This is an optimization exercise on Yosys and OpenROAD, whose aim is small area and a short achievable clock period, not a production implementation. Function was checked by simulation only, so behaviour that the tests miss may differ from the original. Power is estimated from default activity; no workload was simulated.

## flow/design.v (module list and top-level ports; edited modules follow where they fit)
// module dse_debounce: 20 lines
// module dse_square: 250 lines
// module dse_mac: 646 lines
// module dse_var1: 396 lines
// module dse_add34: 116 lines
// module dse_add32: 108 lines
// module dse_core: 364 lines
module dse_core (
    input  wire        clk,
    input  wire        rst,             
    input  wire        fine,            
    input  wire        coarse,          
    input  wire        sec,             
    input  wire        btnA_n,          
    input  wire        btnB_n,          
    input  wire        srst,            
    input  wire        bus_evt,         
    input  wire        bus_nack,
    input  wire        bus_data_ready,  
    input  wire        bus_stop,        
    input  wire [7:0]  bus_rdata,
    output wire [1:0]  mode_o,
    output wire        disp_req,
    output wire [4:0]  hours_o,
    output wire [5:0]  minutes_o,
    output wire [5:0]  seconds_o,
    output wire [15:0] avg_temp,
    output wire        avg_valid,
    output wire        sensor_fault,
    output wire [3:0]  sensor_state,
    output wire        cmd_valid,
    output wire [2:0]  cmd_kind,
    output wire [6:0]  cmd_addr,
    output wire [7:0]  cmd_data
);
  // ...
==> flow/run.sh <==
#!/bin/bash
# synth_recipe.tcl (not shown) runs the flow's synth.tcl, then flattens the netlist and writes it again
# the make line also repeats each setting of config.mk as NAME=value (left out here)
make -C /OpenROAD-flow-scripts/flow DESIGN_CONFIG=/design/flow/config.mk WORK_HOME=/design/flow/orfs CLKGATE_MAP_FILE= SYNTH_SCRIPT=/design/flow/synth_recipe.tcl finish
==> flow/config.mk <==
export PLATFORM = sky130hd
export DESIGN_NAME = dse_core
export DESIGN_NICKNAME = dse_core
export VERILOG_FILES = /design/flow/design.v
export SDC_FILE = /design/flow/constraint.sdc
export NUM_CORES = 4
export LEC_CHECK = 0
export ABC_AREA = 1
export CAP_MARGIN = 75
export CORE_MARGIN = 2
export CORE_UTILIZATION = 60
export GPL_TIMING_DRIVEN = 1
export SLEW_MARGIN = 75
==> flow/constraint.sdc <==
create_clock -name core_clock -period 45.0 [get_ports {clk}]
set_input_delay 9.0000 -clock core_clock [delete_from_list [all_inputs] [get_ports {clk}]]
set_output_delay 9.0000 -clock core_clock [all_outputs]
set_load 0.01 [all_outputs]
==> metrics.cfg, run 1 <==
[timing]
setup-violations-final=0

[yosys]
syn_area_um2=35110
synthAdderAreaFrac_pct=41.37
synth.avg_cell_area_um2=7.625

[pwr]
ir_drop_mv=0.03805
power.switching_w=0.0002674
power.clock.total_w=0.000239
power_frac_clock_pct=32.6
pwr-share-seq_pct=29.3
p_leak_nw=19.89
switching_share_pct=36.42

[layout]
largest_reg_flops=24
drive_gt1_share_pct=6.203
final_cells=5440
layout_common_cells=1,095 x inv_1, 924 x nand2_1, 545 x fa_1, 542 x nor2_1, 270 x ha_1
sh_seq_area_pct=13.74

[global_route]
use_met3_pct=7.159
grt_pass1_vias=29150

[cts]
postCtsSetupRepairBufs=0
clock-sinks=229

[critical_path]
cp_common_cell=nand2_1
worstSetupStartpointType=register
cp.buffers_inverters=10

[floorplanning]
rows=88

[detailed_routing]
vias=29360
drt_wl_total_um=101100

[status]
status=finished clean

==> run 2: changes to the inputs <==
--- a/flow/config.mk
+++ b/flow/config.mk
@@ -8,3 +8,3 @@
 export ABC_AREA = 1
-export CAP_MARGIN = 75
+export CAP_MARGIN = 60
 export CORE_MARGIN = 2
@@ -12,2 +12,2 @@
 export GPL_TIMING_DRIVEN = 1
-export SLEW_MARGIN = 75
+export SLEW_MARGIN = 60
==> run 2 against run 1 <==
Sequential share of layout area rose by 0.15 points. Global-route usage fell by 0.11 points. Routed wire length down 0.50%. Cell count decreased by 0.37%. Hold slack is essentially flat. Largest cell class unchanged.
==> metrics.cfg, run 2 <==
[floorplanning]
rows=88  ; unchanged
fp.dieW_um=245.9  ; unchanged
ios=81  ; unchanged
initial_core_util_pct=60.74  ; unchanged
fp.coreArea_um2=57810  ; unchanged
die_h_um=245.9  ; unchanged
die_area_um2=60470  ; unchanged

[global_route]
overflow=0  ; unchanged
grt_use_total_pct=34.55  ; was 34.66%
grt_pass1_wl_um=161900  ; was 162,000 um
grt_max_degree=61  ; was 45
grt_pass1_vias=29470  ; was 29,150
antenna_found_initial=2  ; was 1

[cts]
cts_buffers=30  ; unchanged
cts_tree=built  ; unchanged
cts_resized=0  ; unchanged
h-tree-depth=1  ; unchanged
clock-sinks=229  ; unchanged
clk_latency_ps=630  ; about the same
cts.clk_slew.worst_paths_ps=60  ; about the same
root_buffer=clkbuf_16  ; unchanged
clk_path_buf_depth=3  ; unchanged
hold_buffers=0  ; unchanged
postCtsSetupRepairBufs=0  ; unchanged

[critical_path]
regToRegEndpoint=r[3]  ; unchanged
cp_max_fo=44  ; was 9
worstSetupStartpointType=register  ; unchanged
cpPeakStageDelay_ps=640  ; was 580 ps
path_class=register to output port  ; unchanged
endpoint_kind=output port  ; unchanged
critPathArrivalTime_ps=10600  ; was 10,260 ps
crit_required_ps=36000  ; about the same
r2r_cells=40  ; unchanged
reg2reg_from=d0_q[6]  ; was d0_q[11]
cp_slowest_cell=clkdlybuf4s50_1  ; unchanged
cp_common_cell=nand2_1  ; unchanged
r2r_slack_ps=35220  ; was 35,460 ps

[yosys]
synth.avg_cell_area_um2=7.625  ; unchanged
synth_top_family_by_area=adder cells  ; unchanged
synth-edff-count=65  ; unchanged
synth.distinct_cells=64  ; unchanged
synthXorXnorAreaFrac_pct=3.346  ; unchanged
synth_flop_cell=dfxtp_1  ; unchanged
synthAdderAreaFrac_pct=41.37  ; unchanged
synth_common_cells=1,112 x inv_1, 926 x nand2_1, 553 x nor2_1, 545 x fa_1, 289 x ha_1  ; unchanged
yosys.area_share.simple_pct=20.19  ; unchanged
syn_inst=4605  ; unchanged
synthMuxAreaShare_pct=0.02851  ; unchanged
yosys.cell_count.top_type=inv_1  ; unchanged
seq_area_frac_synth_pct=14.91  ; unchanged
syn_area_um2=35110  ; unchanged
synth_top_area_cell=fa_1  ; unchanged
synth_top_area_share_pct=31.07  ; unchanged
synth-compound-area-share_pct=6.336  ; unchanged
yosys_warnings=3  ; unchanged
synthTopCellsByArea=fa_1 31%, inv_1 12%, ha_1 10%  ; unchanged
synth-seq-cells=229  ; unchanged
ys_async_sr_fraction_pct=0  ; unchanged

[pwr]
ir_drop_mv=0.03298  ; was 0.03805 mV
powerDensity_nw_per_um2=19.67  ; was 19.14 nW/um2
p_leak_nw=19.70  ; was 19.89 nW
power_w=0.0007427  ; was 0.0007342 W

[detailed_routing]
via_per_inst=5.382  ; was 5.398
vias=29170  ; was 29,360
drc_errors=0  ; unchanged
drt_wl_total_um=100600  ; was 101,100 um
firstDrtPassIters=6  ; was 5
wl_per_cell_um=18.57  ; was 18.59 um
drtAntennaViolNets=0  ; unchanged
drt_iter0_markers=2377  ; was 2,590

[timing]
drv_slew=0  ; unchanged
whs_ps=437.2  ; was 436.8 ps
max_slew_margin_pct=59.12
rsz0062_at_grt=no  ; unchanged
max_freq_mhz=51.03  ; was 51.93 MHz
period_needed_ps=19600  ; was 19,260 ps
finalSetupTns_ps=0  ; unchanged
tightest_slew_ps=612.3
finClkSkew_ps=39.39  ; was 55.02 ps
final-hold-violation-count=0  ; unchanged
post-route-period-util_pct=43.55  ; was 42.79%
setup-violations-final=0  ; unchanged

[layout]
fin_util_pct=65.31  ; was 66.38%
area_growth_pct=7.526  ; was 9.283%
drive_gt1_share_pct=4.146  ; was 6.203%
fin_nets=5485  ; was 5,506
final_common_cell=inv_1  ; unchanged
largest_reg_flops=24  ; unchanged
reg_top3=u_q x24, dd_q x20, d0_q x17  ; unchanged
antenna_cells=0  ; unchanged
largest-register=u_q  ; unchanged
layout_common_cells=1,107 x inv_1, 925 x nand2_1, 546 x nor2_1, 545 x fa_1, 280 x ha_1  ; was 1,095 x inv_1, 924 x nand2_1, 545 x fa_1, 542 x nor2_1, 270 x ha_1

[min_path]
whs_endpoint=y_q[2]  ; unchanged
hp-start=cal_t3[2]  ; unchanged
hold_depth=2  ; unchanged
hold_path_class=register to register  ; unchanged

[place]
port_buffers=76  ; unchanged
place_congestion=0.9700  ; unchanged
hpwl_um=81290  ; was 82,210 um

[flow_run]
drv_cap=0  ; unchanged

[status]
status=finished clean  ; unchanged

==> run 2: changes by cell type in the layout (fill, tap and decap cells not counted), moves of 11 or more <==
cell,before,now
buf_2,14,2
inv_1,1095,1107
clkinv_1,11,23
o21ai_0,90,102
inv_2,20,9
==> run 2: how the worst max path moves through the flow <==
stage,start,slack [ps],end
2_1_floorplan,y_q[15],28530,avg_temp[10]
3_3_place_gp,d0_q[16],25620,avg_temp[1]
3_5_place_dp,d0_q[16],26160,avg_temp[1]
4_1_cts,d0_q[13],25460,avg_temp[1]
5_1_grt,d0_q[16],24750,avg_temp[1]
6_report,d0_q[13],25400,avg_temp[1]
==> run 2: cells by family after synthesis <==
group           count (synthesis)
compound gates                399
xor+xnor                      123
fa+ha+maj                     834
buf+inv                      1268
flops                         229
mux                             1
other cells                     1
simple gates                 1750
==> run 2: report_power, final <==
group / total [W] / switching (W) / internal (W) / leakage (nW)
sequential: 0.000215 / 0.00000165 / 0.000213 / 1.91
clock: 0.000254 / 0.000105 / 0.000149 / 0.512
combinational: 0.000273 / 0.000162 / 0.000111 / 17.3
total: 0.000743 / 0.000269 / 0.000473 / 19.7
==> run 2: worst max-delay path: cells and delay by family, from the launching register on <==
kind,cells,cell delay [ps]
adder cells (fa/ha/maj),8,3460
flip-flops,1,510
AO/OA/AOI/OAI,7,1500
buffers and inverters,12,2400
AND/OR/NAND/NOR,16,2020
==> run 2: final cells by class <==
class                   count  area, um2
fillers                  5250      20050
repair buffers            123       1116
multi-input cells        3109      25120
flip-flops and latches    229       5245
clock inverters            19      217.7
clock buffers              37      828.3
well taps                 765      957.2
inverters                1138       4272
==> run 2: metrics by stage <==
stage	worst slack (ps)	instance area [um2]	std cells
floorplan	28530	35110	4606
global placement	25620	36590	5362
detailed placement	26160	36660	5362
CTS	25460	37710	5418
global route	24750	37750	5420
finish	25400	37750	5420
==> run 2: metal layers <==
metal	wire (um)	share of wire, %	global-route usage (%)
met1	45460	45	50.74
met2	42560	42	52.09
met3	10250	10	7.923
met4	2331	2.3	7.522
met5	27	0.027	0

re-timing with driven ports:
The results above use ideal ports. As a check the final layouts listed here were re-extracted and re-timed, cells and wires unchanged.
Step 1: set_driving_cell puts a clkbuf_16 on clk and a buf_2 on each other input, an assumption about the parent block.
Step 2 also shifts input and output timing later by t, the mid clock arrival at the registers, as if the neighbouring blocks saw the same clock.
Slacks: ideal / step 1 / step 2; pairs: ideal / step 1.
run	t, ns	setup WS [ns]	hold WS [ns]	worst setup path at the end	clock arrival spread, ns
run 1	0.668	25.743 / 25.680 / 26.348	0.437 / 0.437 / 0.437	register to output	0.055 / 0.055
run 2	0.678	25.403 / 25.340 / 26.018	0.437 / 0.437 / 0.437	register to output	0.040 / 0.040
After both steps every run listed still meets setup and hold.
